Source: an optimization exercise on an open RTL-to-GDS flow (aim: small area). Production flows keep margins and buffers that such runs may drop.
RTL that was checked went through simulation tests only; none was proved equivalent to the original.
The RTL of run 1 was laid out without a check of its function.
No activity file was given, so power comes from the tool's default toggle rates.

### flow/flow/run.sh
#!/bin/bash
# The standard ORFS layout (the standard.sh) with these changes:
#  - every input and output port is still buffered, with the smallest buffer cell;
#  - clock tree synthesis uses fixed sink clustering and no dummy loads;
#  - after global routing, cells on paths with slack are downsized (power recovery).
set -euo pipefail
export BUFFER_PORTS_ARGS="-buffer_cell sky130_fd_sc_hd__buf_1"
export CTS_ARGS="-sink_clustering_enable -repair_clock_nets -buf_list sky130_fd_sc_hd__clkbuf_8 -sink_clustering_size 18 -sink_clustering_max_diameter 50 -dont_use_dummy_load"
export RECOVER_POWER=100
bash standard.sh > standard_flow.log 2>&1
### flow/standard.sh
#!/bin/bash
# synth_recipe.tcl (not shown) runs the flow's synth.tcl, then flattens the netlist and writes it again
# the make line also repeats each setting of config.mk as NAME=value (left out here)
make -C /OpenROAD-flow-scripts/flow DESIGN_CONFIG=/design/flow/config.mk WORK_HOME=/design/flow/orfs CLKGATE_MAP_FILE= SYNTH_SCRIPT=/design/flow/synth_recipe.tcl "${@:-finish}"
### flow/config.mk
export PLATFORM = sky130hd
export DESIGN_NAME = ecb
export DESIGN_NICKNAME = ecb
export VERILOG_FILES = /design/flow/design.v
export SDC_FILE = /design/flow/constraint.sdc
export NUM_CORES = 4
export LEC_CHECK = 0
export ABC_AREA = 1
export CAP_MARGIN = 20
export CORE_MARGIN = 2
export CORE_UTILIZATION = 40
export SLEW_MARGIN = 20
### flow/constraint.sdc
create_clock -name core_clock -period 10.0 [get_ports {clk}]
set_input_delay 2.0000 -clock core_clock [delete_from_list [all_inputs] [get_ports {clk}]]
set_output_delay 2.0000 -clock core_clock [all_outputs]
set_load 0.01 [all_outputs]
### flow/design.v
module ecb (
    input  wire        clk,
    input  wire        rst,         
    input  wire        in_valid,
    input  wire [7:0]  in_data,
    input  wire        in_last,
    output wire        in_ready,
    output reg         done,
    output reg  [3:0]  status,
    output reg  [63:0] rdata
);
    localparam [3:0] O_NOP = 4'd0, O_RD = 4'd1, O_VER = 4'd2, O_ILL = 4'd3,
                     O_BLD = 4'd4, O_BLDT = 4'd5, O_STA = 4'd6, O_SETTH = 4'd7,
                     O_INIT = 4'd8, O_SMP = 4'd9, O_CLS = 4'd10;
    reg  [3:0]   ph;           
    reg          clr;          
    reg  [4:0]   k;            
    reg  [3:0]   op;
    reg  [7:0]   b1;           
    reg          pend, run;
    reg  [11:0]  acc;
    reg          cy;
    reg          cmp_dec, cmp_lt, wrx;    
    reg          veq, bad_opc, nanf, mnz;
    reg          vok;
    reg          avail;
    reg  [1:0]   reason, mode;
    reg          base_valid, delta_valid, wrap_rx, wrap_tx, th_valid;
    reg  [1:0]   vstate;
    reg          vs_upd;
    reg  [127:0] bs;    
    reg  [127:0] dl;    
    reg  [127:0] fa;    
    reg  [31:0]  th;    
    reg  [63:0]  sg;    
    wire [7:0] bs_m  = bs[127:120];
    wire [7:0] dl_m  = dl[127:120];
    wire [7:0] fa_m  = fa[127:120];
    wire [7:0] fa_j1 = fa[15:8];
    wire [7:0] th_m  = th[31:24];
    wire [7:0] sg_m  = sg[63:56];
    wire [7:0] rr_m  = rdata[7:0];
    wire [7:0] rr_c1 = rdata[55:48];
    wire [7:0] rr_c5 = rdata[23:16];    
    wire       pm2_hi     = (ph[3] && ph[2:1] != 2'b00) || (ph[3:1] == 3'b000);    
    wire [7:0] stage_main = ph[3]  ? sg_m      : rr_m;       
    wire [7:0] stage_j1   = pm2_hi ? sg[15:8]  : rr_c1;      
    function [3:0] opdec;
        input [7:0] b;
        case (b)
            8'h00: opdec = O_NOP;
            8'h01: opdec = O_RD;
            8'h10: opdec = O_BLD;
            8'h11: opdec = O_BLDT;
            8'h12: opdec = O_VER;
            8'h13: opdec = O_STA;
            8'h20: opdec = O_INIT;
            8'h21: opdec = O_SMP;
            8'h30: opdec = O_SETTH;
            8'h31: opdec = O_CLS;
            default: opdec = O_ILL;
        endcase
    endfunction
    function [4:0] oplen;
        input [3:0] o;
        case (o)
            O_NOP:   oplen = 5'd1;
            O_RD:    oplen = 5'd2;
            O_BLD:   oplen = 5'd7;
            O_BLDT:  oplen = 5'd7;
            O_VER:   oplen = 5'd13;
            O_STA:   oplen = 5'd13;
            O_INIT:  oplen = 5'd17;
            O_SMP:   oplen = 5'd18;
            O_SETTH: oplen = 5'd4;
            O_CLS:   oplen = 5'd10;
            default: oplen = 5'd0;
        endcase
    endfunction
    function [3:0] cpos;
        input [3:0] o;
        case (o)
            O_BLD, O_BLDT:  cpos = 4'd6;
            O_STA, O_SETTH: cpos = 4'd2;
            O_INIT:         cpos = 4'd8;
            O_SMP:          cpos = 4'd9;
            default:        cpos = 4'd12;
        endcase
    endfunction
    wire       stg  = (k != 5'd0) && (op[3:2] != 2'b00);
    wire [3:0] tpos = cpos(op) - k[3:0];
    assign in_ready = !pend && !run && (!stg || ph == tpos);
    wire accept = in_valid && in_ready;
    reg  [7:0] rsrc;      
    reg  [1:0] rring;     
    reg        rfromr;    
    reg  [3:0] rq;
    reg  [3:0] rn;
    reg        rok;
    wire [8:0] sum;
    wire [3:0] cnt = ph - rq;    
    wire       rwin = (rn == 4'd8) ? !cnt[3] :
                      (rn == 4'd3) ? (cnt[3:2] == 2'b00 && cnt[1:0] != 2'b11) :
                      (rn == 4'd2) ? (cnt[3:1] == 3'b000) : (cnt == 4'd0);
    wire       built  = (fa_m != 8'd0);                      
    wire [7:0] csum_b = (cnt == 4'd6) ? ((b1 == 8'h29) ? {4'd0, acc[11:8]} : acc[7:0]) :
                        (cnt == 4'd7) ? {4'd0, acc[11:8]} : 8'd0;
    always @(*) begin
        rok    = 1'b1;
        rq     = 4'd0;
        rn     = 4'd1;
        rsrc   = 8'd0;
        rring  = 2'd0;
        rfromr = 1'b0;
        case (b1)
            8'h00: rsrc = {4'd0, status};
            8'h01: begin rfromr = 1'b1; rring = 2'd3; rq = 4'd2; end
            8'h10: begin rfromr = 1'b1; rq = 4'd5; end
            8'h11: begin rsrc = csum_b; rn = 4'd8; end              
            8'h12: rsrc = {7'd0, vok};
            8'h13: begin rfromr = 1'b1; rq = 4'd6; rn = 4'd2; end
            8'h20: begin rsrc = built ? 8'hA0 : 8'h00; rq = 4'd4; end
            8'h21: begin rsrc = {7'd0, built}; rq = 4'd4; end
            8'h22, 8'h23: ;
            8'h24: begin rfromr = 1'b1; rq = 4'd4; end
            8'h25: begin rfromr = 1'b1; rq = 4'd3; end
            8'h26: begin rfromr = 1'b1; rq = 4'd2; end
            8'h27: begin rfromr = 1'b1; rq = 4'd1; end
            8'h28: begin rfromr = 1'b1; rq = 4'd0; end
            8'h29: begin rsrc = (cnt == 4'd6) ? csum_b : 8'd0; rn = 4'd8; end
            8'h2A: begin rsrc = (cnt == 4'd6) ? csum_b : 8'd0; rn = 4'd8; end
            8'h30: rsrc = {7'd0, avail};
            8'h31: rsrc = {6'd0, reason};
            8'h32: rsrc = {6'd0, mode};
            8'h33: begin rfromr = 1'b1; rq = 4'd15; end
            8'h34: begin rfromr = 1'b1; rq = 4'd14; end
            8'h35: begin rfromr = 1'b1; rq = 4'd13; end
            8'h36: begin rfromr = 1'b1; rq = 4'd12; end
            8'h37: begin rfromr = 1'b1; rq = 4'd10; rn = 4'd2; end
            8'h38, 8'h39: begin rfromr = 1'b1; rq = 4'd8; rn = 4'd2; end
            8'h3A: begin rfromr = 1'b1; rq = 4'd10; rn = 4'd2; end
            8'h3B: begin rsrc = {7'd0, (cnt == 4'd2) && !cy}; rq = 4'd10; rn = 4'd3; end    
            8'h40: begin rfromr = 1'b1; rring = 2'd1; rq = 4'd0; rn = 4'd8; end
            8'h41: begin rfromr = 1'b1; rring = 2'd1; rq = 4'd8; rn = 4'd8; end
            8'h42: rsrc = {7'd0, base_valid};
            8'h43: begin rfromr = 1'b1; rring = 2'd2; rq = 4'd0; rn = 4'd8; end
            8'h44: begin rfromr = 1'b1; rring = 2'd2; rq = 4'd8; rn = 4'd8; end
            8'h45: rsrc = {7'd0, delta_valid};
            8'h46: rsrc = {7'd0, wrap_rx};
            8'h47: rsrc = {7'd0, wrap_tx};
            8'h50: begin rfromr = 1'b1; rring = 2'd3; rq = 4'd1; end
            8'h51: begin rfromr = 1'b1; rring = 2'd3; rq = 4'd0; end
            8'h52: begin rfromr = 1'b1; rring = 2'd3; rq = 4'd3; end
            8'h53: rsrc = {7'd0, th_valid};
            8'h54: rsrc = {6'd0, vstate};
            8'h55: rsrc = {7'd0, vs_upd};
            default: rok = 1'b0;
        endcase
    end
    reg [3:0] fcode;
    always @(*) begin
        fcode = 4'd0;
        if (op == O_ILL)
            fcode = 4'd1;
        else if (k != oplen(op))
            fcode = 4'd2;
        else if ((op == O_SMP || op == O_CLS) && b1[7:1] != 7'd0)
            fcode = 4'd8;
        else begin
            case (op)
                O_RD:          if (!rok) fcode = 4'd7;
                O_BLD, O_BLDT: if (bad_opc) fcode = 4'd3;
                O_SMP:         if (!base_valid) fcode = 4'd4;
                O_CLS:
                    if (b1[0]) begin
                        if (!th_valid) fcode = 4'd5;
                        else if (nanf) fcode = 4'd6;
                    end
                default: ;
            endcase
        end
    end
    wire ok   = (fcode == 4'd0);
    wire rdgo = (op == O_RD) && ok;
    wire xe   = run && ok && (op != O_RD);      
    wire [3:0] qs  = rdgo ? rq : 4'd0;
    wire [3:0] ph1 = ph + 4'd1;
    wire       rlate6 = (b1 == 8'h11) || (b1 == 8'h29) || (b1 == 8'h2A);
    wire       fin = rdgo ? (cnt == ((b1 == 8'h3B) ? 4'd9 : rlate6 ? 4'd13 : 4'd7)) : (ph == 4'd15);
    wire rd_toff  = (b1[7:1] == 7'h1D);                
    wire rd_delta = (b1[7:1] == 7'h21) || (b1 == 8'h44);   
    wire rd_wrap  = b1[0] ? wrap_rx : wrap_tx;            
    reg [7:0] aa, bb;
    reg       ci;
    always @(*) begin
        aa = stage_main;
        bb = 8'd0;
        ci = 1'b0;
        if (op == O_RD) begin
            case (rring)
                2'd0: aa = fa_m;
                2'd1: aa = bs_m;
                2'd2: aa = dl_m;
                default: aa = th_m;
            endcase
            if (rd_toff) begin
                bb = ~fa_j1; ci = (ph == 4'd10) ? 1'b1 : cy;
            end else if (rd_delta) begin
                bb = {8{rd_wrap}}; ci = (ph[2:0] != 3'd0) && cy;
            end
        end else begin
            case (op)
                O_BLDT: begin
                    aa = (ph[3:1] == 3'b000) ? rr_c5 : stage_main;
                    bb = (ph[3:1] == 3'b001) ? stage_j1 : 8'd0;
                    ci = (ph == 4'd3) ? cy : 1'b0;
                end
                O_SMP: begin                   
                    bb = ~bs_m;
                    ci = (ph[2:0] == 3'd0) ? 1'b1 : cy;
                end
                O_CLS: begin                   
                    aa = acc[7:0]; bb = ~th_m; ci = 1'b1;
                end
                default: ;
            endcase
        end
    end
    assign sum = {1'b0, aa} + {1'b0, bb} + {8'd0, ci};
    wire [11:0] acc_base = run ? ((ph == 4'd0) ? 12'h0A1 : acc)
                               : ((k == 5'd2) ? 12'd0 : acc);    
    wire [7:0]  acc_add  = run ? sum[7:0] : in_data;
    wire [11:0] acc_nx   = acc_base + {4'd0, acc_add};
    wire vok_c = (b1 == 8'd11) && (acc != 12'd0) && veq;
    wire okst  = vok_c && cmp_dec;
    wire [7:0]  u2  = sg_m;
    wire [7:0]  u3  = sg[7:0];
    wire [7:0]  u4  = sg[15:8];
    wire [10:0] ue  = {u2[6:0], u3[7:4]};
    wire        u_nan   = (ue == 11'h7FF) && mnz;
    wire        u_zero  = (ue == 11'd0) && !mnz;
    wire        u_neg   = u2[7] && !u_zero;
    wire        u_big   = ue[10] && (ue[9:3] != 7'd0 || ue[2:0] == 3'd7);
    wire        u_small = !ue[10] && (ue[9:0] != 10'h3FF);
    wire [7:0]  um      = {1'b1, u3[3:0], u4[7:5]};
    reg  [7:0]  ux;
    always @(*) begin
        case (ue[2:0])
            3'd7: ux = {7'd0, um[7]};
            3'd0: ux = {6'd0, um[7:6]};
            3'd1: ux = {5'd0, um[7:5]};
            3'd2: ux = {4'd0, um[7:4]};
            3'd3: ux = {3'd0, um[7:3]};
            3'd4: ux = {2'd0, um[7:2]};
            3'd5: ux = {1'd0, um[7:1]};
            default: ux = um;
        endcase
        if (u_small)
            ux = 8'd0;
    end
    wire        u_lt = acc[8] || (!acc[9] && !sum[8]);    
    wire ctr_x  = xe && (op == O_INIT || op == O_SMP);
    wire [7:0] bs_in = ctr_x ? stage_main : (clr ? 8'd0 : bs_m);
    wire [7:0] dl_in = ctr_x ? ((op == O_SMP) ? sum[7:0] : 8'd0) : (clr ? 8'd0 : dl_m);
    wire fa_we = xe && ((((op == O_BLD) || (op == O_BLDT)) && !ph[3] && ph[2:1] != 2'b11) ||
                        (((op == O_VER) || (op == O_STA)) && ph[3:1] == 3'b011) ||
                        ((op == O_STA) && ph[3]));
    wire [7:0] fa_wd = ph[3]            ? (okst ? stage_main : 8'd0) :
                       (ph[2:0] == 3'd6) ? acc[7:0] :
                       (ph[2:0] == 3'd7) ? {4'd0, acc[11:8]} : sum[7:0];
    wire [7:0] fa_in = fa_we ? fa_wd : (clr ? 8'd0 : fa_m);
    wire th_fw = run && !ok && (ph == 4'd14);             
    wire th_we = th_fw || (xe && (op == O_SETTH) && (ph[3:1] == 3'b000 || ph == 4'd15));
    reg  [7:0] fbit;
    always @(*) begin
        case (fcode)
            4'd1: fbit = 8'h01;
            4'd2: fbit = 8'h02;
            4'd3: fbit = 8'h04;
            4'd4: fbit = 8'h08;
            4'd5: fbit = 8'h10;
            4'd6: fbit = 8'h20;
            4'd7: fbit = 8'h40;
            default: fbit = 8'h80;
        endcase
    end
    wire [7:0] th_wd = th_fw ? (th_m | fbit) : stage_main;
    wire [7:0] th_in = th_we ? th_wd : (clr ? 8'd0 : th_m);
    wire       swr   = accept && stg;
    wire       k2to10 = (k[4:3] == 2'b00 && k[2:1] != 2'b00) || (k[4:2] == 3'b010 && k[1:0] != 2'b11);
    wire [7:0] sg_in = (swr && tpos[3]) ? in_data : sg_m;
    wire [7:0] rd_in = (run && rdgo && rwin && !clr) ? (rfromr ? sum[7:0] : rsrc) : 8'd0;
    wire [7:0] rr_in = (run && rdgo) ? rd_in : (swr && !tpos[3]) ? in_data : rr_m;
    always @(posedge clk) begin
        bs    <= {bs[119:0], bs_in};
        dl    <= {dl[119:0], dl_in};
        fa    <= {fa[119:0], fa_in};
        th    <= {th[23:0], th_in};
        sg    <= {sg[55:0], sg_in};
        rdata <= {rr_in, rdata[63:8]};
        cy    <= sum[8];
    end
    always @(posedge clk) begin
        if (rst) begin
            ph      <= 4'd0;
            clr     <= 1'b1;
            k       <= 5'd0;
            pend    <= 1'b0;
            run     <= 1'b0;
            done    <= 1'b0;
            status  <= 4'd0;
            vok     <= 1'b0;
            avail   <= 1'b0;
            reason  <= 2'd0;
            mode    <= 2'd0;
            base_valid  <= 1'b0;
            delta_valid <= 1'b0;
            wrap_rx     <= 1'b0;
            wrap_tx     <= 1'b0;
            th_valid    <= 1'b0;
            vstate      <= 2'd0;
            vs_upd      <= 1'b0;
        end else begin
            ph   <= ph1;
            done <= 1'b0;
            if (ph == 4'd15)
                clr <= 1'b0;
            if (accept) begin
                if (k != 5'd31)
                    k <= k + 5'd1;
                if (k == 5'd0) begin
                    op   <= opdec(in_data);
                    nanf <= 1'b0;
                end
                if (k == 5'd1)
                    b1 <= in_data;
                if (in_last)
                    pend <= 1'b1;
                if (k != 5'd0) begin
                    case (op)
                        O_VER, O_STA: begin
                            if (k2to10)
                                acc <= acc_nx;
                            if (k == 5'd11)
                                veq <= (in_data == {4'd0, acc[11:8]});
                            if (k == 5'd12)
                                veq <= veq && (in_data == acc[7:0]);
                            if (k == 5'd2) begin
                                cmp_dec <= (in_data[7:2] == 6'd0);
                                cmp_lt  <= in_data[1];
                                wrx     <= in_data[0];
                            end
                        end
                        O_BLD:
                            if (k == 5'd2) bad_opc <= (in_data[7:3] != 5'd0) || (in_data[2:0] == 3'd0) || (in_data[2:1] == 2'b11);
                        O_BLDT:
                            if (k == 5'd2) bad_opc <= (in_data != 8'd4) && (in_data != 8'd5);
                        default: ;
                    endcase
                end
            end
            if (pend && ph1 == qs) begin
                pend <= 1'b0;
                run  <= 1'b1;
            end
            if (run) begin
                if (fin) begin
                    run    <= 1'b0;
                    done   <= 1'b1;
                    status <= fcode;
                    k <= 5'd0;
                end
            end
            if (run && op == O_RD && (ph[3:2] == 2'b00 || ph == 4'd4))      
                acc <= (ph == 4'd4 && !built) ? 12'd0 : acc_nx;
            if (xe) begin
                case (op)
                    O_VER, O_STA:
                        if (ph == 4'd2) begin
                            vok     <= vok_c;
                            if (op == O_STA) begin
                                avail  <= okst;
                                mode   <= okst ? {cmp_lt, wrx} : 2'd0;
                                reason <= okst ? 2'd0 : (b1 != 8'd11) ? 2'd1 : (!vok_c) ? 2'd2 : 2'd3;
                            end
                        end
                    O_INIT:
                        if (ph == 4'd0) begin
                            base_valid  <= 1'b1;
                            delta_valid <= 1'b0;
                            wrap_rx     <= 1'b0;
                            wrap_tx     <= 1'b0;
                        end
                    O_SMP: begin
                        if (ph == 4'd0)
                            delta_valid <= !b1[0];
                        if (ph == 4'd7)
                            wrap_rx <= !sum[8];
                        if (ph == 4'd15)
                            wrap_tx <= !sum[8];
                    end
                    O_SETTH:
                        if (ph == 4'd0)
                            th_valid <= 1'b1;
                    O_CLS: begin
                        if (ph == 4'd3 || ph[3:2] == 2'b01 || ph == 4'd8)
                            mnz <= ((ph == 4'd3) ? 1'b0 : mnz) | (|stage_main);
                        if (ph == 4'd9)
                            mnz <= mnz | (|stage_main[3:0]);
                        if (b1[0]) begin
                            if (ph == 4'd10) begin
                                nanf <= u_nan;
                                acc  <= {2'b00, u_big, u_neg, ux};
                                if (!u_nan) begin
                                    vstate <= 2'd3;
                                    vs_upd <= 1'b1;
                                end
                            end
                            if ((ph == 4'd11 || ph == 4'd12 || ph == 4'd13) && u_lt)
                                vstate <= {ph[1:0] == 2'b11, ph[1:0] == 2'b00};
                        end else if (ph == 4'd10)
                            vs_upd <= 1'b0;
                    end
                    default: ;
                endcase
            end
        end
    end
endmodule
==> results of run 1 <==
==> placed cells by master (no fill, tap or decap), types with 5 or more instances in the layout <==
cell        n
a22oi_1     9
dfxtp_1   581
nor3_1     36
o221ai_1   10
edfxtp_1   31
a31oi_1    16
clkinv_1    6
nand4_1    23
clkbuf_1    9
clkbuf_8   49
nor4_1     12
buf_1      74
xnor2_1     7
o31ai_1     5
fa_1        5
a211oi_1    6
a311o_1     5
xor2_1     28
inv_1     202
o21bai_1    5
a21oi_1    92
inv_2       5
nand3_1   107
a221oi_1    7
o211ai_1   23
nor2_2      8
o22ai_1    27
nand2_1   305
ha_1       35
nor2_1    151
o21ai_0   115
==> through the flow <==
stage	utilization [%]	hold slack (ns)
2_1_floorplan	-	0.310
3_3_place_gp	42.6	0.310
3_5_place_dp	42.6	0.312
4_1_cts	44.0	0.275
5_1_grt	43.8	0.280
6_report	43.8	0.278
==> kinds of logic (layout without fill, tap and decap cells) <==
family          after synthesis  after routing  share of synthesized area (%)
compound gates              345            345                           10.7
simple gates                660            660                           15.2
xor+xnor                     35             35                           1.58
flops                       612            612                           64.8
mux                           1              1                         0.0516
buf+inv                     248            349                           4.94
fa+ha+maj                    40             40                           2.78
other cells                   0              1                              0
==> report_power, final <==
group	switching, mW	internal [mW]
Sequential	0.182	2.67
Clock	0.698	0.437
Combinational	0.507	0.210
==> worst reg2reg max path, stage by stage, from the launching register on <==
cell and delay (ns):
dfxtp_1 0.92, clkinv_1 0.74, ha_1 0.58, o21ai_0 0.44, inv_1 0.19, o221ai_1 0.20
nand2_1 0.08, o21ai_0 0.11, fa_1 0.25, inv_1 0.07, fa_1 0.46, o21ai_0 0.33
xor2_1 0.41, o21ai_0 0.18, ha_1 0.39, nand2_1 0.07, o21ai_0 0.29, a21oi_1 0.11
o21bai_1 0.18, nand2_1 0.09, nand2_1 0.08, nand2_1 0.07, xor2_1 0.17, a32o_1 0.21
nand2_1 0.05, o21ai_0 0.08
==> flip-flops by register name, summed over array words and instances (netlist names), 4 cells and up, named ones only <==
| signal | flops |
|---|---|
| bs | 128 |
| dl | 128 |
| fa | 128 |
| rdata | 64 |
| sg | 64 |
| th | 32 |
| acc | 12 |
| b1 | 8 |
| k | 5 |
| op | 4 |
| ph | 4 |
| status | 4 |
==> cell type report <==
cell class	instances	area [um2]
diodes	1	2.50
clock buffers	49	674
fillers	4620	26800
inverters	213	800
multi-input cells	1081	5770
flip-flops and latches	612	12600
well taps	615	769
repair buffers	87	342
==> metal layers <==
metal  wire length, um  vias up  GRT usage [%]
li1                  -     6608              -
met1             26600     6589           32.4
met2             25000      587           34.7
met3              3760       91           3.20
met4              1640        0           7.35
met5                 0        -              0
==> worst paths after layout <==
path	start	end	slack (ns)	cells after the start
worst min-delay path	bs[52]	bs[60]	0.28	0
worst max register to register	ph[3]	acc[9]	3.01	25
worst min register to register	bs[52]	bs[60]	0.28	0
worst max-delay path	ph[3]	acc[9]	3.01	25
==> flow_metrics.env, run 1 <==
export IMPL_antenna_found_initial=3
export IMPL_post_place_ws_ns=3.13
export IMPL_cpMaxStageDelayCell="dfxtp_1"
export IMPL_powerDensity_nw_per_um2=225
export IMPL_synth_seq_area_share_pct=64.8
export IMPL_via_per_inst=5.22
export IMPL_dp_cells=2608
export IMPL_period_share_pct=69.9
export IMPL_wirelength_mm=57.0
export IMPL_dpl_cell_area_um2=20300
export IMPL_synth_most_common_cell="dfxtp_1"
export IMPL_finalSetupTns_ns=0
export IMPL_slew_violations=0
export IMPL_drc_errors=0
export IMPL_maxCapViolations=0
export IMPL_dieHeight_um=224
export IMPL_total_power_mw=4.70
export IMPL_start_kind="flop"
export IMPL_syn_area_per_cell_um2=9.99
export IMPL_avgRoutedWirePerCell_um=21.4
export IMPL_cp_arrival_ns=7.36
export IMPL_cts_tree="done"
export IMPL_synth_async_reset_ratio_pct=0
export IMPL_synth_common_cells="dfxtp_1, nand2_1, inv_1"
export IMPL_max_stage_delay_ns=0.92
export IMPL_die_w_um=224
export IMPL_syn_area_um2=19400
export IMPL_period_minus_slack_ns=6.99
export IMPL_yosys_area_top_type="dfxtp_1"
export IMPL_cts_root_buf="clkbuf_8"
export IMPL_io_pins=82
export IMPL_grt_pass1_vias=12800
export IMPL_tightest_slew_ns=1.28
export IMPL_start_util_pct=40.6
export IMPL_crit_family="compound AO/OA/AOI/OAI gates"
export IMPL_fin_worst_skew_ns=0.0613
export IMPL_cts_sinks=612
export IMPL_io_buffers=81
export IMPL_synth_distinct_cells=58
export IMPL_synthFlopType="dfxtp_1"
export IMPL_drive_gt1_share_pct=3.87
export IMPL_worstSetupPathType="flop to flop"
export IMPL_fin_area_um2=20900
export IMPL_crit_fanout=26
export IMPL_postCtsSetupBuffers=0
export IMPL_clock_path_buffers=3
export IMPL_postSynthNetCount=1993
export IMPL_clock_fmax_ghz=0.143
export IMPL_ys_warnings_count=1
export IMPL_clk_latency_ns=0.63
export IMPL_outcome="complete, no violations"
export IMPL_vias=13900
export IMPL_drt_iter0_drc=1207
export IMPL_synth_cells=1941
export IMPL_synth_edff_count=31
export IMPL_grt_max_degree=30
export IMPL_synth_seq_cells=612
export IMPL_track_usage_pct=22.5
export IMPL_rows=80
export IMPL_yosysTopAreaCellShare_pct=60.0
export IMPL_grt_pass1_wl_mm=83.2
export IMPL_core_um2=47700
export IMPL_relSlewSlack_pct=14.7
export IMPL_place_gp_congestion=1.02
export IMPL_rsz0062_at_grt="false"
export IMPL_dpl_hpwl_mm=44.5
export IMPL_setup_ws_ns=3.01
export IMPL_htreeDepth=2
export IMPL_ir_drop_mv=0.190
export IMPL_min_path_type="flop to flop"
export IMPL_clk_pin_slew_ns=0.08
export IMPL_antenna_left=0
export IMPL_critPathBufInv=3
export IMPL_ctsHoldBuffers=0
export IMPL_grt_remaining_overflow=0
export IMPL_hold_viol_final=0
export IMPL_leakage_nw=8.48
export IMPL_finalSetupViolCount=0
export IMPL_final_cells=2658
export IMPL_required_ns=10.36
export IMPL_dieArea_um2=50200
export IMPL_nNetsFinal=2096
export IMPL_cts_buffers_inserted=49
export IMPL_synthTopCellsByArea="dfxtp_1, nand2_1, edfxtp_1"
export IMPL_drtPass1Iterations=6
export IMPL_setup_worst_path_end_class="flop"
export IMPL_cts_resized=0
export IMPL_area_growth_pct=7.92
==> run 2, diff against run 1 <==
--- a/flow/design.v
+++ b/flow/design.v
@@ -22,12 +22,7 @@
     reg          cy;
     reg          cmp_dec, cmp_lt, wrx;    
     reg          veq, bad_opc, nanf, mnz;
-    reg          vok;
-    reg          avail;
-    reg  [1:0]   reason, mode;
     reg          base_valid, delta_valid, wrap_rx, wrap_tx, th_valid;
-    reg  [1:0]   vstate;
-    reg          vs_upd;
     reg  [127:0] bs;    
     reg  [127:0] dl;    
     reg  [127:0] fa;    
@@ -81,10 +76,11 @@
         input [3:0] o;
         case (o)
             O_BLD, O_BLDT:  cpos = 4'd6;
-            O_STA, O_SETTH: cpos = 4'd2;
+            O_STA:          cpos = 4'd2;
+            O_SETTH:        cpos = 4'd5;
             O_INIT:         cpos = 4'd8;
             O_SMP:          cpos = 4'd9;
-            default:        cpos = 4'd12;
+            default:        cpos = 4'd3;
         endcase
     endfunction
     wire       stg  = (k != 5'd0) && (op[3:2] != 2'b00);
@@ -102,7 +98,7 @@
     wire       rwin = (rn == 4'd8) ? !cnt[3] :
                       (rn == 4'd3) ? (cnt[3:2] == 2'b00 && cnt[1:0] != 2'b11) :
                       (rn == 4'd2) ? (cnt[3:1] == 3'b000) : (cnt == 4'd0);
-    wire       built  = (fa_m != 8'd0);                      
+    wire       built  = (fa_m[2:0] != 3'd0);                 
     wire [7:0] csum_b = (cnt == 4'd6) ? ((b1 == 8'h29) ? {4'd0, acc[11:8]} : acc[7:0]) :
                         (cnt == 4'd7) ? {4'd0, acc[11:8]} : 8'd0;
     always @(*) begin
@@ -114,24 +110,24 @@
         rfromr = 1'b0;
         case (b1)
             8'h00: rsrc = {4'd0, status};
-            8'h01: begin rfromr = 1'b1; rring = 2'd3; rq = 4'd2; end
+            8'h01: begin rfromr = 1'b1; rring = 2'd3; rq = 4'd1; end
             8'h10: begin rfromr = 1'b1; rq = 4'd5; end
             8'h11: begin rsrc = csum_b; rn = 4'd8; end              
-            8'h12: rsrc = {7'd0, vok};
-            8'h13: begin rfromr = 1'b1; rq = 4'd6; rn = 4'd2; end
+            8'h12: begin rsrc = {7'd0, fa_m[7]}; rq = 4'd7; end
+            8'h13: begin rfromr = (cnt == 4'd0); rsrc = {4'd0, fa_m[3:0]}; rq = 4'd6; rn = 4'd2; end
             8'h20: begin rsrc = built ? 8'hA0 : 8'h00; rq = 4'd4; end
             8'h21: begin rsrc = {7'd0, built}; rq = 4'd4; end
             8'h22, 8'h23: ;
-            8'h24: begin rfromr = 1'b1; rq = 4'd4; end
+            8'h24: begin rsrc = {5'd0, fa_m[2:0]}; rq = 4'd4; end
             8'h25: begin rfromr = 1'b1; rq = 4'd3; end
             8'h26: begin rfromr = 1'b1; rq = 4'd2; end
             8'h27: begin rfromr = 1'b1; rq = 4'd1; end
             8'h28: begin rfromr = 1'b1; rq = 4'd0; end
             8'h29: begin rsrc = (cnt == 4'd6) ? csum_b : 8'd0; rn = 4'd8; end
             8'h2A: begin rsrc = (cnt == 4'd6) ? csum_b : 8'd0; rn = 4'd8; end
-            8'h30: rsrc = {7'd0, avail};
-            8'h31: rsrc = {6'd0, reason};
-            8'h32: rsrc = {6'd0, mode};
+            8'h30: begin rsrc = {7'd0, fa_m[3]};   rq = 4'd4; end
+            8'h31: begin rsrc = {6'd0, fa_m[5:4]}; rq = 4'd4; end
+            8'h32: begin rsrc = {6'd0, fa_m[7:6]}; rq = 4'd4; end
             8'h33: begin rfromr = 1'b1; rq = 4'd15; end
             8'h34: begin rfromr = 1'b1; rq = 4'd14; end
             8'h35: begin rfromr = 1'b1; rq = 4'd13; end
@@ -148,12 +144,12 @@
             8'h45: rsrc = {7'd0, delta_valid};
             8'h46: rsrc = {7'd0, wrap_rx};
             8'h47: rsrc = {7'd0, wrap_tx};
-            8'h50: begin rfromr = 1'b1; rring = 2'd3; rq = 4'd1; end
-            8'h51: begin rfromr = 1'b1; rring = 2'd3; rq = 4'd0; end
-            8'h52: begin rfromr = 1'b1; rring = 2'd3; rq = 4'd3; end
+            8'h50: begin rfromr = 1'b1; rring = 2'd3; rq = 4'd0; end
+            8'h51: begin rfromr = 1'b1; rring = 2'd3; rq = 4'd3; end
+            8'h52: begin rfromr = 1'b1; rring = 2'd3; rq = 4'd2; end
             8'h53: rsrc = {7'd0, th_valid};
-            8'h54: rsrc = {6'd0, vstate};
-            8'h55: rsrc = {7'd0, vs_upd};
+            8'h54: begin rsrc = {6'd0, fa_m[5:4]}; rq = 4'd7; end
+            8'h55: begin rsrc = {7'd0, fa_m[6]};   rq = 4'd7; end
             default: rok = 1'b0;
         endcase
     end
@@ -183,10 +179,10 @@
     wire ok   = (fcode == 4'd0);
     wire rdgo = (op == O_RD) && ok;
     wire xe   = run && ok && (op != O_RD);      
-    wire [3:0] qs  = rdgo ? rq : 4'd0;
+    wire [3:0] qs  = rdgo ? rq : (op == O_CLS) ? 4'd8 : 4'd0;    
     wire [3:0] ph1 = ph + 4'd1;
     wire       rlate6 = (b1 == 8'h11) || (b1 == 8'h29) || (b1 == 8'h2A);
-    wire       fin = rdgo ? (cnt == ((b1 == 8'h3B) ? 4'd9 : rlate6 ? 4'd13 : 4'd7)) : (ph == 4'd15);
+    wire       fin = rdgo ? (cnt == ((b1 == 8'h3B) ? 4'd9 : rlate6 ? 4'd13 : 4'd7)) : (ph1 == qs);
     wire rd_toff  = (b1[7:1] == 7'h1D);                
     wire rd_delta = (b1[7:1] == 7'h21) || (b1 == 8'h44);   
     wire rd_wrap  = b1[0] ? wrap_rx : wrap_tx;            
@@ -198,7 +194,7 @@
         ci = 1'b0;
         if (op == O_RD) begin
             case (rring)
-                2'd0: aa = fa_m;
+                2'd0: aa = (ph == 4'd4) ? {5'd0, fa_m[2:0]} : fa_m;    
                 2'd1: aa = bs_m;
                 2'd2: aa = dl_m;
                 default: aa = th_m;
@@ -233,9 +229,9 @@
     wire [11:0] acc_nx   = acc_base + {4'd0, acc_add};
     wire vok_c = (b1 == 8'd11) && (acc != 12'd0) && veq;
     wire okst  = vok_c && cmp_dec;
-    wire [7:0]  u2  = sg_m;
-    wire [7:0]  u3  = sg[7:0];
-    wire [7:0]  u4  = sg[15:8];
+    wire [7:0]  u2  = rr_m;               
+    wire [7:0]  u3  = rdata[63:56];       
+    wire [7:0]  u4  = sg[15:8];           
     wire [10:0] ue  = {u2[6:0], u3[7:4]};
     wire        u_nan   = (ue == 11'h7FF) && mnz;
     wire        u_zero  = (ue == 11'd0) && !mnz;
@@ -262,15 +258,42 @@
     wire ctr_x  = xe && (op == O_INIT || op == O_SMP);
     wire [7:0] bs_in = ctr_x ? stage_main : (clr ? 8'd0 : bs_m);
     wire [7:0] dl_in = ctr_x ? ((op == O_SMP) ? sum[7:0] : 8'd0) : (clr ? 8'd0 : dl_m);
-    wire fa_we = xe && ((((op == O_BLD) || (op == O_BLDT)) && !ph[3] && ph[2:1] != 2'b11) ||
-                        (((op == O_VER) || (op == O_STA)) && ph[3:1] == 3'b011) ||
-                        ((op == O_STA) && ph[3]));
-    wire [7:0] fa_wd = ph[3]            ? (okst ? stage_main : 8'd0) :
-                       (ph[2:0] == 3'd6) ? acc[7:0] :
-                       (ph[2:0] == 3'd7) ? {4'd0, acc[11:8]} : sum[7:0];
-    wire [7:0] fa_in = fa_we ? fa_wd : (clr ? 8'd0 : fa_m);
-    wire th_fw = run && !ok && (ph == 4'd14);             
-    wire th_we = th_fw || (xe && (op == O_SETTH) && (ph[3:1] == 3'b000 || ph == 4'd15));
+    reg  [7:0] fa_wm, fa_wd;       
+    always @(*) begin
+        fa_wm = 8'h00;
+        fa_wd = sum[7:0];
+        if (xe) begin
+            case (op)
+                O_BLD, O_BLDT:
+                    if (ph[3:1] == 3'b010)                    
+                        fa_wm = ph[0] ? 8'hFF : 8'h07;
+                    else if (ph[3:2] == 2'b00)
+                        fa_wm = 8'hFF;
+                O_VER, O_STA: begin
+                    if (ph == 4'd6) begin
+                        fa_wm = 8'hFF; fa_wd = acc[7:0];
+                    end else if (ph == 4'd7) begin
+                        fa_wm = 8'h8F; fa_wd = {vok_c, 3'd0, acc[11:8]};
+                    end else if (op == O_STA && ph == 4'd4) begin
+                        fa_wm = 8'hF8;
+                        fa_wd = okst ? {cmp_lt, wrx, 2'd0, 1'b1, 3'd0}
+                                     : {2'd0, (b1 != 8'd11) ? 2'd1 : (!vok_c) ? 2'd2 : 2'd3, 4'd0};
+                    end else if (op == O_STA && ph[3]) begin
+                        fa_wm = 8'hFF; fa_wd = okst ? stage_main : 8'd0;
+                    end
+                end
+                O_CLS:
+                    if (ph == 4'd7) begin
+                        fa_wm = b1[0] ? 8'h70 : 8'h40;
+                        fa_wd = {1'b0, b1[0], cmp_lt, wrx, 4'd0};
+                    end
+                default: ;
+            endcase
+        end
+    end
+    wire [7:0] fa_in = (fa_wm & fa_wd) | (~fa_wm & (clr ? 8'd0 : fa_m));
+    wire th_fw = run && !ok && (ph[1:0] == 2'b01);        
+    wire th_we = th_fw || (xe && (op == O_SETTH) && (ph == 4'd2 || ph == 4'd3 || ph == 4'd4));
     reg  [7:0] fbit;
     always @(*) begin
         case (fcode)
@@ -309,17 +332,11 @@
             run     <= 1'b0;
             done    <= 1'b0;
             status  <= 4'd0;
-            vok     <= 1'b0;
-            avail   <= 1'b0;
-            reason  <= 2'd0;
-            mode    <= 2'd0;
             base_valid  <= 1'b0;
             delta_valid <= 1'b0;
             wrap_rx     <= 1'b0;
             wrap_tx     <= 1'b0;
             th_valid    <= 1'b0;
-            vstate      <= 2'd0;
-            vs_upd      <= 1'b0;
         end else begin
             ph   <= ph1;
             done <= 1'b0;
@@ -375,15 +392,6 @@
                 acc <= (ph == 4'd4 && !built) ? 12'd0 : acc_nx;
             if (xe) begin
                 case (op)
-                    O_VER, O_STA:
-                        if (ph == 4'd2) begin
-                            vok     <= vok_c;
-                            if (op == O_STA) begin
-                                avail  <= okst;
-                                mode   <= okst ? {cmp_lt, wrx} : 2'd0;
-                                reason <= okst ? 2'd0 : (b1 != 8'd11) ? 2'd1 : (!vok_c) ? 2'd2 : 2'd3;
-                            end
-                        end
                     O_INIT:
                         if (ph == 4'd0) begin
                             base_valid  <= 1'b1;
@@ -403,23 +411,20 @@
                         if (ph == 4'd0)
                             th_valid <= 1'b1;
                     O_CLS: begin
-                        if (ph == 4'd3 || ph[3:2] == 2'b01 || ph == 4'd8)
-                            mnz <= ((ph == 4'd3) ? 1'b0 : mnz) | (|stage_main);
-                        if (ph == 4'd9)
+                        if (ph[3:1] == 3'b101 || ph[3:2] == 2'b11)
+                            mnz <= ((ph == 4'd10) ? 1'b0 : mnz) | (|stage_main);
+                        if (ph == 4'd0)
                             mnz <= mnz | (|stage_main[3:0]);
-                        if (b1[0]) begin
-                            if (ph == 4'd10) begin
-                                nanf <= u_nan;
-                                acc  <= {2'b00, u_big, u_neg, ux};
-                                if (!u_nan) begin
-                                    vstate <= 2'd3;
-                                    vs_upd <= 1'b1;
-                                end
-                            end
-                            if ((ph == 4'd11 || ph == 4'd12 || ph == 4'd13) && u_lt)
-                                vstate <= {ph[1:0] == 2'b11, ph[1:0] == 2'b00};
-                        end else if (ph == 4'd10)
-                            vs_upd <= 1'b0;
+                        if (ph == 4'd1) begin
+                            nanf   <= b1[0] && u_nan;
+                            acc    <= {2'b00, u_big, u_neg, ux};
+                            cmp_lt <= 1'b1;
+                            wrx    <= 1'b1;
+                        end
+                        if ((ph == 4'd2 || ph == 4'd3 || ph == 4'd4) && u_lt) begin
+                            cmp_lt <= (ph == 4'd2);
+                            wrx    <= (ph == 4'd3);
+                        end
                     end
                     default: ;
                 endcase
==> flow/flow/run.sh (replaced) <==
#!/bin/bash
# The standard ORFS layout (the standard.sh) with these changes:
#  - every input and output port is still buffered, with the smallest buffer cell;
#  - clock tree synthesis uses fixed sink clustering and no dummy loads;
#  - after global routing, cells on paths with slack are downsized (power recovery).
set -euo pipefail
export BUFFER_PORTS_ARGS="-buffer_cell sky130_fd_sc_hd__buf_1"
export CTS_ARGS="-sink_clustering_enable -repair_clock_nets -buf_list sky130_fd_sc_hd__clkbuf_4 -sink_clustering_size 10 -sink_clustering_max_diameter 40 -dont_use_dummy_load"
export RECOVER_POWER=100
bash standard.sh > standard_flow.log 2>&1
==> run 2 against run 1 <==
Against the previous run: now fails the layout checks on capacitance limit, slew limit; sequential power shrank 2%; wire length rose by 2.4%; setup slack improved by 0.42 ns; via count increased by 2.1%; die area decreased by 0.84%; combinational power rose by about 20%.
==> flow_metrics.env, run 2 <==
export IMPL_clock_fmax_ghz=0.152
export IMPL_grt_pass1_wl_mm=86.5
export IMPL_finalSetupViolCount=0
export IMPL_clk_pin_slew_ns=0.09
export IMPL_synthFlopType="dfxtp_1"
export IMPL_clk_latency_ns=0.82
export IMPL_dpl_hpwl_mm=45.3
export IMPL_top_regs="bs x128, dl x128, fa x128"
export IMPL_tightest_slew_ns=1.93
export IMPL_slew_violations=39
export IMPL_regArea_um2=12400
export IMPL_worstSetupPathType="flop to flop"
export IMPL_yosysTopAreaCellShare_pct=59.6
export IMPL_avgRoutedWirePerCell_um=21.6
export IMPL_core_um2=47500
export IMPL_start_util_pct=40.4
export IMPL_violations="capacitance limit, slew limit"
export IMPL_drive_gt1_share_pct=5.81
export IMPL_dieHeight_um=223
export IMPL_fin_worst_skew_ns=0.0921
export IMPL_synthTopCellsByArea="dfxtp_1, nand2_1, edfxtp_1"
export IMPL_cts_resized=0
export IMPL_mostFrequentLayoutCell="dfxtp_1"
export IMPL_min_path_type="flop to flop"
export IMPL_crit_fanout=10
export IMPL_cp_arrival_ns=7.15
export IMPL_drc_errors=0
export IMPL_postSynthNetCount=1998
export IMPL_place_gp_congestion=0.962
export IMPL_vias=14200
export IMPL_powerDensity_nw_per_um2=227
export IMPL_ctsHoldBuffers=0
export IMPL_synth_common_cells="dfxtp_1, nand2_1, inv_1"
export IMPL_cts_sinks=603
export IMPL_ff2ff_setup_slack_ns=3.42
export IMPL_synth_async_reset_ratio_pct=0
export IMPL_io_pins=82
export IMPL_maxCapViolations=2
export IMPL_period_share_pct=65.8
export IMPL_required_ns=10.57
export IMPL_drtPass1Iterations=5
export IMPL_postCtsSetupBuffers=0
export IMPL_finalSetupTns_ns=0
export IMPL_nFillCells=4652
export IMPL_area_growth_pct=8.07
export IMPL_via_per_inst=5.24
export IMPL_dp_cells=2616
export IMPL_start_kind="flop"
export IMPL_grt_remaining_overflow=0
export IMPL_antenna_found_initial=4
export IMPL_outcome="failed layout checks"
export IMPL_antenna_left=0
export IMPL_yosys_area_top_type="dfxtp_1"
export IMPL_final_cells=2703
export IMPL_synth_most_common_cell="dfxtp_1"
export IMPL_ys_warnings_count=1
export IMPL_hold_viol_final=0
export IMPL_final_cell_mix="dfxtp_1, nand2_1, inv_1"
export IMPL_synth_distinct_cells=64
export IMPL_syn_area_um2=19200
export IMPL_relSlewSlack_pct=-28.7
export IMPL_synth_seq_cells=603
export IMPL_wirelength_mm=58.4
export IMPL_grt_max_degree=30
export IMPL_die_w_um=223
export IMPL_multi_input_area_um2=5780
export IMPL_synth_cells=1947
export IMPL_io_buffers=81
export IMPL_cts_root_buf="clkbuf_4"
export IMPL_syn_area_per_cell_um2=9.87
export IMPL_dieArea_um2=49800
export IMPL_track_usage_pct=23.6
export IMPL_leakage_nw=8.54
export IMPL_total_power_mw=4.72
export IMPL_grt_pass1_vias=13800
export IMPL_rows=80
export IMPL_rsz0062_at_grt="false"
export IMPL_htreeDepth=3
export IMPL_period_minus_slack_ns=6.58
export IMPL_cts_buffers_inserted=81
export IMPL_drt_iter0_drc=1332
export IMPL_setup_worst_path_end_class="flop"
export IMPL_ir_drop_mv=0.172
export IMPL_cts_tree="done"
export IMPL_final_util_pct=43.7
export IMPL_clock_path_buffers=3
export IMPL_synth_seq_area_share_pct=64.4
export IMPL_synth_edff_count=31
export IMPL_nNetsFinal=2135
## run 2: power by group
| group | switching (mW) | internal, mW | leakage (nW) |
|---|---|---|---|
| Combinational | 0.608 | 0.251 | 3.24 |
| Clock | 0.702 | 0.371 | 0.373 |
| Sequential | 0.164 | 2.62 | 4.93 |
## run 2: final cells by class
cell class | count | share of cell area (%)
inverter | 226 | 4.09
timing repair buffer | 90 | 1.77
antenna | 6 | 0.0723
tap | 615 | 3.70
multi-input combinational | 1082 | 27.8
sequential | 603 | 59.6
clock buffer | 81 | 2.93
## run 2: kinds of logic after synthesis
| family | after synthesis | share of synthesized area [%] |
|---|---|---|
| mux | 9 | 0.508 |
| flops | 603 | 64.4 |
| xor+xnor | 31 | 1.41 |
| compound gates | 375 | 11.5 |
| simple gates | 628 | 14.2 |
| buf+inv | 262 | 5.19 |
| fa+ha+maj | 39 | 2.73 |
## run 2: worst max-delay path, cell delays in order (launching register included)
cell	delay, ns
edfxtp_1	0.49
inv_2	0.15
nand2_1	0.11
nor2_1	0.71
inv_1	0.27
o21ai_0	0.63
o221ai_1	0.20
nand2_1	0.13
o21ai_0	0.16
fa_1	0.45
a21oi_1	0.16
o21ai_0	0.17
or2_2	0.33
nand2_1	0.22
o21ai_0	0.14
ha_1	0.38
nand2_1	0.06
o21ai_0	0.32
a21oi_1	0.11
o21ai_0	0.28
nand2_1	0.08
a21boi_0	0.27
nand3_1	0.13
xor2_1	0.16
nor2_1	0.06
o21a_1	0.17
## run 2: final timing paths
kind / start / to / cells after the start
max: op[1] / acc[11] / 25
min: fa[87] / fa[95] / 0
max reg2reg: op[1] / acc[11] / 25
min reg2reg: fa[87] / fa[95] / 0
## run 2: per-layer routing
metal	track usage [%]	share of wire [%]	vias up
li1	-	-	6754
met1	32.9	46	6679
met2	36.3	44	611
met3	4.86	7.3	120
met4	8.34	3.2	2
met5	0	0.024	-
## run 2: through the flow
stage	area [um2]	worst slack (ns)	hold slack, ns
finish	20800	3.42	0.273
floorplan	19200	4.77	0.310
global placement	20200	3.66	0.310
CTS	20800	3.57	0.273
global route	20800	3.05	0.274
detailed placement	20200	3.60	0.312
==> run 3, diff against run 2 <==
==> flow/flow/run.sh (replaced) <==
#!/bin/bash
# The standard ORFS layout (the standard.sh) with these changes:
#  - every input and output port is still buffered, with the smallest buffer cell;
#  - clock tree synthesis uses fixed sink clustering and no dummy loads;
set -euo pipefail
export BUFFER_PORTS_ARGS="-buffer_cell sky130_fd_sc_hd__buf_1"
export CTS_ARGS="-sink_clustering_enable -repair_clock_nets -buf_list sky130_fd_sc_hd__clkbuf_4 -sink_clustering_size 10 -sink_clustering_max_diameter 40 -dont_use_dummy_load"
bash standard.sh > standard_flow.log 2>&1
==> run 3 against run 2 <==
Against the previous run: the run now finishes clean; core utilization grew 0.15 points; largest cell class unchanged; critical endpoint unchanged; die area is the same; final area grew 0.34%; setup slack gained 0.017 ns; critical path type unchanged; area after synthesis is the same; clock power is essentially flat; critical path depth is the same.
==> flow_metrics.env, run 3 <==
export IMPL_outcome="complete, no violations"
export IMPL_core_um2=47500
export IMPL_ir_drop_mv=0.172
export IMPL_hold_viol_final=0
export IMPL_cp_arrival_ns=7.13
export IMPL_min_delay_start="fa[87]"
export IMPL_clk_latency_ns=0.82
export IMPL_required_ns=10.57
export IMPL_clock_path_buffers=3
export IMPL_synth_common_cells="dfxtp_1, nand2_1, inv_1"
export IMPL_syn_area_per_cell_um2=9.87
export IMPL_leakage_nw=8.55
export IMPL_cts_resized=0
export IMPL_multi_input_area_um2=5850
export IMPL_place_gp_congestion=0.962
export IMPL_drt_iter0_drc=1344
export IMPL_wirelength_mm=58.5
export IMPL_via_per_inst=5.26
export IMPL_drive_gt1_share_pct=6.87
export IMPL_start_kind="flop"
export IMPL_rows=80
export IMPL_relSlewSlack_pct=27.4
export IMPL_cts_buffers_inserted=81
export IMPL_worstSetupPathType="flop to flop"
export IMPL_final_cells=2702
export IMPL_cts_tree="done"
export IMPL_syn_area_um2=19200
export IMPL_dp_cells=2616
export IMPL_antenna_left=0
export IMPL_grt_pass1_wl_mm=86.5
export IMPL_worstReg2RegStart="op[1]"
export IMPL_synth_cells=1947
export IMPL_regArea_um2=12400
export IMPL_ctsHoldBuffers=0
export IMPL_powerDensity_nw_per_um2=227
export IMPL_cts_root_buf="clkbuf_4"
export IMPL_yosysTopAreaCellShare_pct=59.6
export IMPL_synth_distinct_cells=64
export IMPL_final_util_pct=43.8
export IMPL_drc_errors=0
export IMPL_post_place_ws_ns=3.60
export IMPL_finalSetupViolCount=0
export IMPL_synthTopCellsByArea="dfxtp_1, nand2_1, edfxtp_1"
export IMPL_synth_most_common_cell="dfxtp_1"
export IMPL_final_cell_mix="dfxtp_1, nand2_1, inv_1"
export IMPL_synth_edff_count=31
export IMPL_start_util_pct=40.4
export IMPL_tightest_slew_ns=1.08
export IMPL_track_usage_pct=23.6
export IMPL_dpl_hpwl_mm=45.3
export IMPL_fin_worst_skew_ns=0.0926
export IMPL_mostFrequentLayoutCell="dfxtp_1"
export IMPL_drtPass1Iterations=6
export IMPL_crit_fanout=10
export IMPL_whs_ns=0.273
export IMPL_dieArea_um2=49800
export IMPL_postSynthNetCount=1998
export IMPL_io_buffers=81
export IMPL_grt_remaining_overflow=0
export IMPL_die_w_um=223
export IMPL_area_growth_pct=8.44
export IMPL_clk_pin_slew_ns=0.09
export IMPL_yosys_area_top_type="dfxtp_1"
export IMPL_ys_warnings_count=1
export IMPL_htreeDepth=3
export IMPL_slew_violations=0
export IMPL_min_path_type="flop to flop"
export IMPL_period_minus_slack_ns=6.56
export IMPL_postCtsSetupBuffers=0
export IMPL_clock_fmax_ghz=0.152
export IMPL_synth_async_reset_ratio_pct=0
export IMPL_vias=14200
export IMPL_avgRoutedWirePerCell_um=21.6
export IMPL_synthFlopType="dfxtp_1"
export IMPL_setup_ws_ns=3.44
export IMPL_grt_max_degree=30
export IMPL_nFillCells=4643
export IMPL_maxCapViolations=0
export IMPL_nNetsFinal=2135
export IMPL_antenna_found_initial=4
export IMPL_top_regs="bs x128, dl x128, fa x128"
export IMPL_grt_pass1_vias=13800
export IMPL_synth_seq_area_share_pct=64.4
export IMPL_io_pins=82
export IMPL_period_share_pct=65.6
export IMPL_critPathLaunch="op[1]"
export IMPL_finalSetupTns_ns=0
export IMPL_setup_worst_path_end_class="flop"
export IMPL_cts_sinks=603
export IMPL_rsz0062_at_grt="false"
export IMPL_synth_seq_cells=603
export IMPL_dieHeight_um=223
==> run 3: cell counts after synthesis <==
No cell type changed its count.
==> run 3: per-layer routing <==
metal / GRT usage [%] / part of all wire, % / vias to the layer above
met3: 4.86 / 7.1 / 128
met1: 32.9 / 46 / 6701
met5: 0 / 0.024 / -
met2: 36.3 / 43 / 622
li1: - / - / 6751
met4: 8.34 / 3.3 / 2
==> run 3: cells by family (layout without fill, tap and decap cells) <==
logic type / count (synthesis) / after routing / synth area share [%]
xor gates and xnor gates: 31 / 31 / 1.41
DFF: 603 / 603 / 64.4
other: 0 / 5 / 0
AOI/OAI and AO/OA: 375 / 375 / 11.5
and+or+nand+nor: 628 / 628 / 14.2
adders and majority gates: 39 / 39 / 2.73
buffers and inverters: 262 / 397 / 5.19
muxes: 9 / 9 / 0.508
==> run 3: area by class of cell <==
| cell class | instances | share of cell area, % |
|---|---|---|
| diodes | 5 | 0.0600 |
| inverters | 226 | 4.08 |
| flip-flops and latches | 603 | 59.4 |
| well taps | 615 | 3.69 |
| multi-input cells | 1082 | 28.1 |
| clock buffers | 81 | 2.92 |
| repair buffers | 90 | 1.78 |
==> run 3: power by group <==
part | leakage, nW | internal, mW | total [mW] | switching, mW
Clock | 0.373 | 0.372 | 1.07 | 0.702
Sequential | 4.93 | 2.62 | 2.79 | 0.165
Combinational | 3.25 | 0.254 | 0.867 | 0.613
==> run 3: metrics by stage <==
stage,instance area [um2],total power [mW]
floorplan,19200,3.27
global placement,20200,3.68
detailed placement,20200,3.68
CTS,20800,4.76
global route,20800,4.97
finish,20800,4.73
==> run 3: final timing paths <==
| check | endpoint | slack [ns] | cells after the start |
|---|---|---|---|
| worst max-delay path | acc[11] | 3.44 | 25 |
| worst min-delay path | fa[95] | 0.27 | 0 |
| worst max register to register | acc[11] | 3.44 | 25 |
| worst min register to register | fa[95] | 0.27 | 0 |
==> run 3: critical path, stage by stage (launching register included) <==
cell      delay (ns)
edfxtp_1        0.48
inv_2           0.15
nand2_1         0.11
nor2_1          0.69
inv_1           0.27
o21ai_0         0.64
o221ai_1        0.20
nand2_1         0.12
o21ai_0         0.16
fa_1            0.45
a21oi_1         0.16
o21ai_0         0.17
or2_2           0.33
nand2_1         0.22
o21ai_0         0.14
ha_1            0.38
nand2_1         0.06
o21ai_0         0.32
a21oi_1         0.11
o21ai_0         0.28
nand2_1         0.08
a21boi_0        0.27
nand3_1         0.14
xor2_1          0.16
nor2_1          0.06
o21a_1          0.17
==> run 4, diff against run 3 <==
==> flow/flow/run.sh (replaced) <==
#!/bin/bash
# The standard ORFS layout (the standard.sh) with these changes:
#  - every input and output port is still buffered, with the smallest buffer cell;
#  - clock tree synthesis uses fixed sink clustering and no dummy loads;
set -euo pipefail
export BUFFER_PORTS_ARGS="-buffer_cell sky130_fd_sc_hd__buf_1"
export CTS_ARGS="-sink_clustering_enable -repair_clock_nets -buf_list sky130_fd_sc_hd__clkbuf_16 -sink_clustering_size 30 -sink_clustering_max_diameter 60 -dont_use_dummy_load"
bash standard.sh > standard_flow.log 2>&1
==> run 4 against run 3 <==
Against the previous run: setup slack improved by 0.070 ns; first-iteration DRC count increased by 3.6%; core utilization increased by 0.54 points; sequential cell count unchanged; synthesized cell count unchanged; largest power group unchanged.
==> flow_metrics.env, run 4 <==
export IMPL_synth_distinct_cells=64
export IMPL_dpl_hpwl_mm=45.3
export IMPL_drtPass1Iterations=6
export IMPL_post_place_ws_ns=3.60
export IMPL_setup_ws_ns=3.51
export IMPL_nFillCells=4585
export IMPL_critPathBufInv=2
export IMPL_mostFrequentLayoutCell="dfxtp_1"
export IMPL_worstSetupPathType="flop to flop"
export IMPL_drt_iter0_drc=1392
export IMPL_period_share_pct=64.9
export IMPL_reg2regPathDepth=25
export IMPL_dieArea_um2=49800
export IMPL_relSlewSlack_pct=27.6
export IMPL_antenna_left=0
export IMPL_synth_most_common_cell="dfxtp_1"
export IMPL_track_usage_pct=23.2
export IMPL_nNetsFinal=2089
export IMPL_finalSetupTns_ns=0
export IMPL_final_cell_mix="dfxtp_1, nand2_1, inv_1"
export IMPL_postCtsSetupBuffers=0
export IMPL_grt_pass1_vias=13400
export IMPL_cts_root_buf="clkbuf_16"
export IMPL_clock_path_buffers=3
export IMPL_tightest_slew_ns=1.08
export IMPL_synth_async_reset_ratio_pct=0
export IMPL_top_usage_layer="met2"
export IMPL_yosysTopAreaCellShare_pct=59.6
export IMPL_crit_top_cell="o21ai_0"
export IMPL_start_util_pct=40.4
export IMPL_rows=80
export IMPL_setup_worst_path_end_class="flop"
export IMPL_required_ns=10.33
export IMPL_grt_remaining_overflow=0
export IMPL_hold_path_end="fa[38]"
export IMPL_cp_arrival_ns=6.82
export IMPL_synthTopCellsByArea="dfxtp_1, nand2_1, edfxtp_1"
export IMPL_synth_common_cells="dfxtp_1, nand2_1, inv_1"
export IMPL_cpMaxStageDelayCell="nor2_1"
export IMPL_use_met3_pct=4.02
export IMPL_ys_warnings_count=1
export IMPL_cts_buffers_inserted=35
export IMPL_vias=13900
export IMPL_start_kind="flop"
export IMPL_io_buffers=81
export IMPL_die_w_um=223
export IMPL_synth_seq_area_share_pct=64.4
export IMPL_via_per_inst=5.23
export IMPL_cts_sinks=603
export IMPL_synthFlopType="dfxtp_1"
export IMPL_clock_fmax_ghz=0.154
export IMPL_antenna_found_initial=3
export IMPL_min_path_type="flop to flop"
export IMPL_synth_cells=1947
export IMPL_area_growth_pct=9.78
export IMPL_htreeDepth=2
export IMPL_finalSetupViolCount=0
export IMPL_core_um2=47500
export IMPL_max_stage_delay_ns=0.70
export IMPL_drive_gt1_share_pct=4.76
export IMPL_postSynthNetCount=1998
export IMPL_maxCapViolations=0
export IMPL_hold_viol_final=0
export IMPL_grt_use_met2_pct=35.9
export IMPL_place_gp_congestion=0.962
export IMPL_ctsHoldBuffers=0
export IMPL_rsz0062_at_grt="false"
export IMPL_powerDensity_nw_per_um2=236
export IMPL_synth_edff_count=31
export IMPL_top_regs="bs x128, dl x128, fa x128"
export IMPL_cts_resized=0
export IMPL_grt_pass1_wl_mm=85.3
export IMPL_min_delay_start="fa[30]"
export IMPL_wirelength_mm=58.2
export IMPL_io_pins=82
export IMPL_leakage_nw=8.61
export IMPL_gr_usage_met1_pct=32.5
export IMPL_slew_violations=0
export IMPL_synth_seq_cells=603
export IMPL_yosys_area_top_type="dfxtp_1"
export IMPL_syn_area_um2=19200
export IMPL_syn_area_per_cell_um2=9.87
export IMPL_cts_tree="done"
export IMPL_fin_worst_skew_ns=0.113
export IMPL_crit_family="compound AO/OA/AOI/OAI gates"
export IMPL_outcome="complete, no violations"
export IMPL_ir_drop_mv=0.277
export IMPL_ff2ff_setup_slack_ns=3.51
export IMPL_worstReg2RegEnd="acc[11]"
export IMPL_clk_pin_slew_ns=0.10
export IMPL_period_minus_slack_ns=6.49
export IMPL_avgRoutedWirePerCell_um=21.9
export IMPL_drc_errors=0
export IMPL_hold_depth=0
export IMPL_clk_latency_ns=0.59
export IMPL_crit_fanout=10
export IMPL_dieHeight_um=223
export IMPL_grt_max_degree=31
export IMPL_worstReg2RegStart="op[1]"
-- run 4: cell counts after synthesis --
Identical to the previous run, type by type.
-- run 4: logic make-up (layout without fill, tap and decap cells) --
| logic type | after synthesis | in the layout | synth area share (%) |
|---|---|---|---|
| simple gates | 628 | 628 | 14.2 |
| flops | 603 | 603 | 64.4 |
| compound gates | 375 | 375 | 11.5 |
| buf+inv | 262 | 351 | 5.19 |
| fa+ha+maj | 39 | 39 | 2.73 |
| xor+xnor | 31 | 31 | 1.41 |
| mux | 9 | 9 | 0.508 |
| other cells | 0 | 1 | 0 |
-- run 4: worst reg2reg max path: cells and delay by family, from the launching register on --
kind | cells | cell delay, ns
DFF | 1 | 0.47
xor gates and xnor gates | 1 | 0.16
buffers and inverters | 2 | 0.43
AOI/OAI and AO/OA | 11 | 2.59
and+or+nand+nor | 9 | 1.81
adders and majority gates | 2 | 0.83
-- run 4: stage by stage --
stage | instances | util [%] | power [mW] | area, um2 | hold slack, ns
6_report | 2652 | 44.4 | 4.99 | 21100 | 0.276
5_1_grt | 2651 | 44.4 | 5.19 | 21100 | 0.281
4_1_cts | 2651 | 44.4 | 5.01 | 21100 | 0.278
3_5_place_dp | 2616 | 42.5 | 3.68 | 20200 | 0.312
3_3_place_gp | 2616 | 42.5 | 3.68 | 20200 | 0.310
2_1_floorplan | 1947 | - | 3.27 | 19200 | 0.310
-- run 4: report_power, final --
| part | internal (mW) | leakage [nW] | switching (mW) | total, mW |
|---|---|---|---|---|
| clock | 0.623 | 0.431 | 0.715 | 1.34 |
| combinational | 0.254 | 3.25 | 0.612 | 0.866 |
| sequential | 2.62 | 4.93 | 0.164 | 2.79 |
-- run 4: cell type report --
cell class / instances / area, um2 / share of cell area, %
Multi-Input combinational cell: 1082 / 5850 / 27.7
Antenna cell: 1 / 2.50 / 0.0119
Timing Repair Buffer: 90 / 372 / 1.76
Clock buffer: 35 / 876 / 4.15
Inverter: 226 / 850 / 4.03
Tap cell: 615 / 769 / 3.65
Sequential cell: 603 / 12400 / 58.7
-- run 4: worst max-delay path by stage --
stage,from,endpoint,slack [ns],cells past startpoint
finish,op[1],acc[11],3.51,25
global route,op[2],acc[11],3.18,26
CTS,op[1],acc[11],3.62,25
detailed placement,op[1],acc[11],3.60,25
global placement,b1[1],acc[11],3.66,26
floorplan,op[1],acc[11],4.77,28
-- run 4: metal layers --
metal  routed length (um)  share of wire (%)
met1                26900                 46
met3                 4180                7.2
met4                 1910                3.3
met5                   13              0.022
met2                25100                 43
==> run 5, diff against run 4 <==
==> flow/flow/run.sh (replaced) <==
#!/bin/bash
# The standard ORFS layout (the standard.sh) with these changes:
#  - every input and output port is still buffered, with the smallest buffer cell;
#  - clock tree synthesis uses fixed sink clustering and no dummy loads;
set -euo pipefail
export BUFFER_PORTS_ARGS="-buffer_cell sky130_fd_sc_hd__buf_1"
export CTS_ARGS="-sink_clustering_enable -repair_clock_nets -buf_list sky130_fd_sc_hd__clkbuf_8 -sink_clustering_size 18 -sink_clustering_max_diameter 50 -dont_use_dummy_load"
bash standard.sh > standard_flow.log 2>&1
==> run 5 against run 4 <==
Against the previous run: via count up 0.77%; clock power down 15%; critical path depth unchanged; sequential power about the same; total power down 3.9%; clock-buffer cell count up 14; maximum frequency down 1.3%; global-route usage up 0.16 points; die area unchanged; first-iteration DRC count about the same; non-clock buffer count unchanged; still clean; sequential share of layout area up 0.57 points.
==> flow_metrics.env, run 5 <==
export IMPL_synthFlopType="dfxtp_1"
export IMPL_min_path_type="flop to flop"
export IMPL_synth_edff_count=31
export IMPL_vias=14000
export IMPL_cts_tree="done"
export IMPL_postCtsSetupBuffers=0
export IMPL_required_ns=10.42
export IMPL_cp_arrival_ns=7.00
export IMPL_fin_area_um2=20900
export IMPL_io_pins=82
export IMPL_cpMaxStageDelayCell="nor2_1"
export IMPL_yosysTopAreaCellShare_pct=59.6
export IMPL_synth_common_cells="dfxtp_1, nand2_1, inv_1"
export IMPL_dpl_cell_area_um2=20200
export IMPL_period_minus_slack_ns=6.58
export IMPL_grt_pass1_wl_mm=85.8
export IMPL_clock_path_buffers=3
export IMPL_rows=80
export IMPL_leakage_nw=8.53
export IMPL_htreeDepth=2
export IMPL_synth_seq_area_share_pct=64.4
export IMPL_mostFrequentLayoutCell="dfxtp_1"
export IMPL_top_regs="bs x128, dl x128, fa x128"
export IMPL_synth_distinct_cells=64
export IMPL_wl_met3_mm=4.37
export IMPL_core_um2=47500
export IMPL_ys_warnings_count=1
export IMPL_cts_resized=0
export IMPL_io_buffers=81
export IMPL_dpl_hpwl_mm=45.3
export IMPL_antenna_left=0
export IMPL_die_w_um=223
export IMPL_yosys_area_top_type="dfxtp_1"
export IMPL_top_layer="met4"
export IMPL_crit_fanout=10
export IMPL_slew_violations=0
export IMPL_postSynthNetCount=1998
export IMPL_maxCapViolations=0
export IMPL_dieArea_um2=49800
export IMPL_hold_viol_final=0
export IMPL_drc_errors=0
export IMPL_relSlewSlack_pct=26.2
export IMPL_clk_latency_ns=0.67
export IMPL_cts_buffers_inserted=49
export IMPL_avgRoutedWirePerCell_um=21.8
export IMPL_tightest_slew_ns=1.10
export IMPL_synth_most_common_cell="dfxtp_1"
export IMPL_multi_input_area_um2=5850
export IMPL_drt_iter0_drc=1393
export IMPL_rsz0062_at_grt="false"
export IMPL_crit_top_cell="o21ai_0"
export IMPL_nNetsFinal=2103
export IMPL_grt_pass1_vias=13500
export IMPL_synth_async_reset_ratio_pct=0
export IMPL_clock_fmax_ghz=0.152
export IMPL_ctsHoldBuffers=0
export IMPL_clk_pin_slew_ns=0.10
export IMPL_critPathBufInv=3
export IMPL_start_kind="flop"
export IMPL_cts_root_buf="clkbuf_8"
export IMPL_nFillCells=4615
export IMPL_area_growth_pct=8.74
export IMPL_synthTopCellsByArea="dfxtp_1, nand2_1, edfxtp_1"
export IMPL_crit_family="compound AO/OA/AOI/OAI gates"
export IMPL_period_share_pct=65.8
export IMPL_drive_gt1_share_pct=5.41
export IMPL_via_per_inst=5.25
export IMPL_max_stage_delay_ns=0.70
export IMPL_syn_area_per_cell_um2=9.87
export IMPL_met2_length_mm=25.2
export IMPL_setup_worst_path_end_class="flop"
export IMPL_final_cell_mix="dfxtp_1, nand2_1, inv_1"
export IMPL_wirelength_mm=58.1
export IMPL_start_util_pct=40.4
export IMPL_ir_drop_mv=0.202
export IMPL_finalSetupViolCount=0
export IMPL_cts_sinks=603
export IMPL_synth_cells=1947
export IMPL_powerDensity_nw_per_um2=229
export IMPL_syn_area_um2=19200
export IMPL_place_gp_congestion=0.962
export IMPL_wirelength_met1_mm=26.6
export IMPL_track_usage_pct=23.4
export IMPL_antenna_found_initial=2
export IMPL_outcome="complete, no violations"
export IMPL_grt_remaining_overflow=0
export IMPL_finalSetupTns_ns=0
export IMPL_dieHeight_um=223
export IMPL_regArea_um2=12400
export IMPL_drtPass1Iterations=6
export IMPL_synth_seq_cells=603
export IMPL_worstSetupPathType="flop to flop"
export IMPL_grt_max_degree=30
export IMPL_fin_worst_skew_ns=0.0925
run 5: final timing paths:
| kind | startpoint | endpoint | slack, ns | cells after the start |
|---|---|---|---|---|
| max | op[1] | acc[11] | 3.42 | 25 |
| min | fa[111] | fa[119] | 0.25 | 0 |
| max reg2reg | op[1] | acc[11] | 3.42 | 25 |
| min reg2reg | fa[111] | fa[119] | 0.25 | 0 |
run 5: through the flow:
| stage | total power, mW | util [%] | std cells | hold slack (ns) | worst slack, ns |
|---|---|---|---|---|---|
| after floorplan | 3.27 | - | 1947 | 0.310 | 4.77 |
| after global placement | 3.68 | 42.5 | 2616 | 0.310 | 3.66 |
| after detailed placement | 3.68 | 42.5 | 2616 | 0.312 | 3.60 |
| after CTS | 4.82 | 44.0 | 2665 | 0.249 | 3.59 |
| after global routing | 5.01 | 44.0 | 2665 | 0.259 | 3.14 |
| final | 4.79 | 44.0 | 2666 | 0.254 | 3.42 |
run 5: cells by family after synthesis:
kind of cell,share of synthesized area [%]
buf+inv,5.19
mux,0.508
flops,64.4
xor+xnor,1.41
simple gates,14.2
fa+ha+maj,2.73
compound gates,11.5
run 5: final cells by class:
class	instances	share of cell area [%]
Clock buffer	49	3.23
Antenna cell	1	0.0120
Sequential cell	603	59.2
Inverter	226	4.06
Tap cell	615	3.68
Multi-Input combinational cell	1082	28.0
Timing Repair Buffer	90	1.78
run 5: power breakdown:
part           internal, mW  switching (mW)  total (mW)
Clock                 0.436           0.705        1.14
Combinational         0.254           0.612       0.866
Sequential             2.62           0.165        2.79
run 5: metal layers:
layer / up-vias / global-route usage (%)
li1: 6661 / -
met5: - / 0
met2: 611 / 36.0
met1: 6586 / 32.8
met4: 0 / 7.88
met3: 127 / 4.69

afterwards: timing with drivers on the ports:
How much do the figures lean on ideal ports? The routed layouts below were timed once more, with nothing changed but the port constraints.
Step 1: set_driving_cell puts a clkbuf_16 on clk and a buf_2 on each other input, an assumption about the parent block.
Step 2, shift: input delay + t, output delay - t, t = (earliest + latest rising clock arrival at the registers) / 2. This alone moves slack from input paths to output paths.
Three values: ideal ports, drivers, drivers and shift; two values: the first two.
run	t (ns)	setup slack, ns
run 1	0.649	3.006 / 3.006 / 3.006
run 2	0.830	3.422 / 3.422 / 3.422
run 3	0.830	3.439 / 3.439 / 3.439
run 4	0.594	3.508 / 3.508 / 3.508
run 5	0.673	3.423 / 3.423 / 3.423
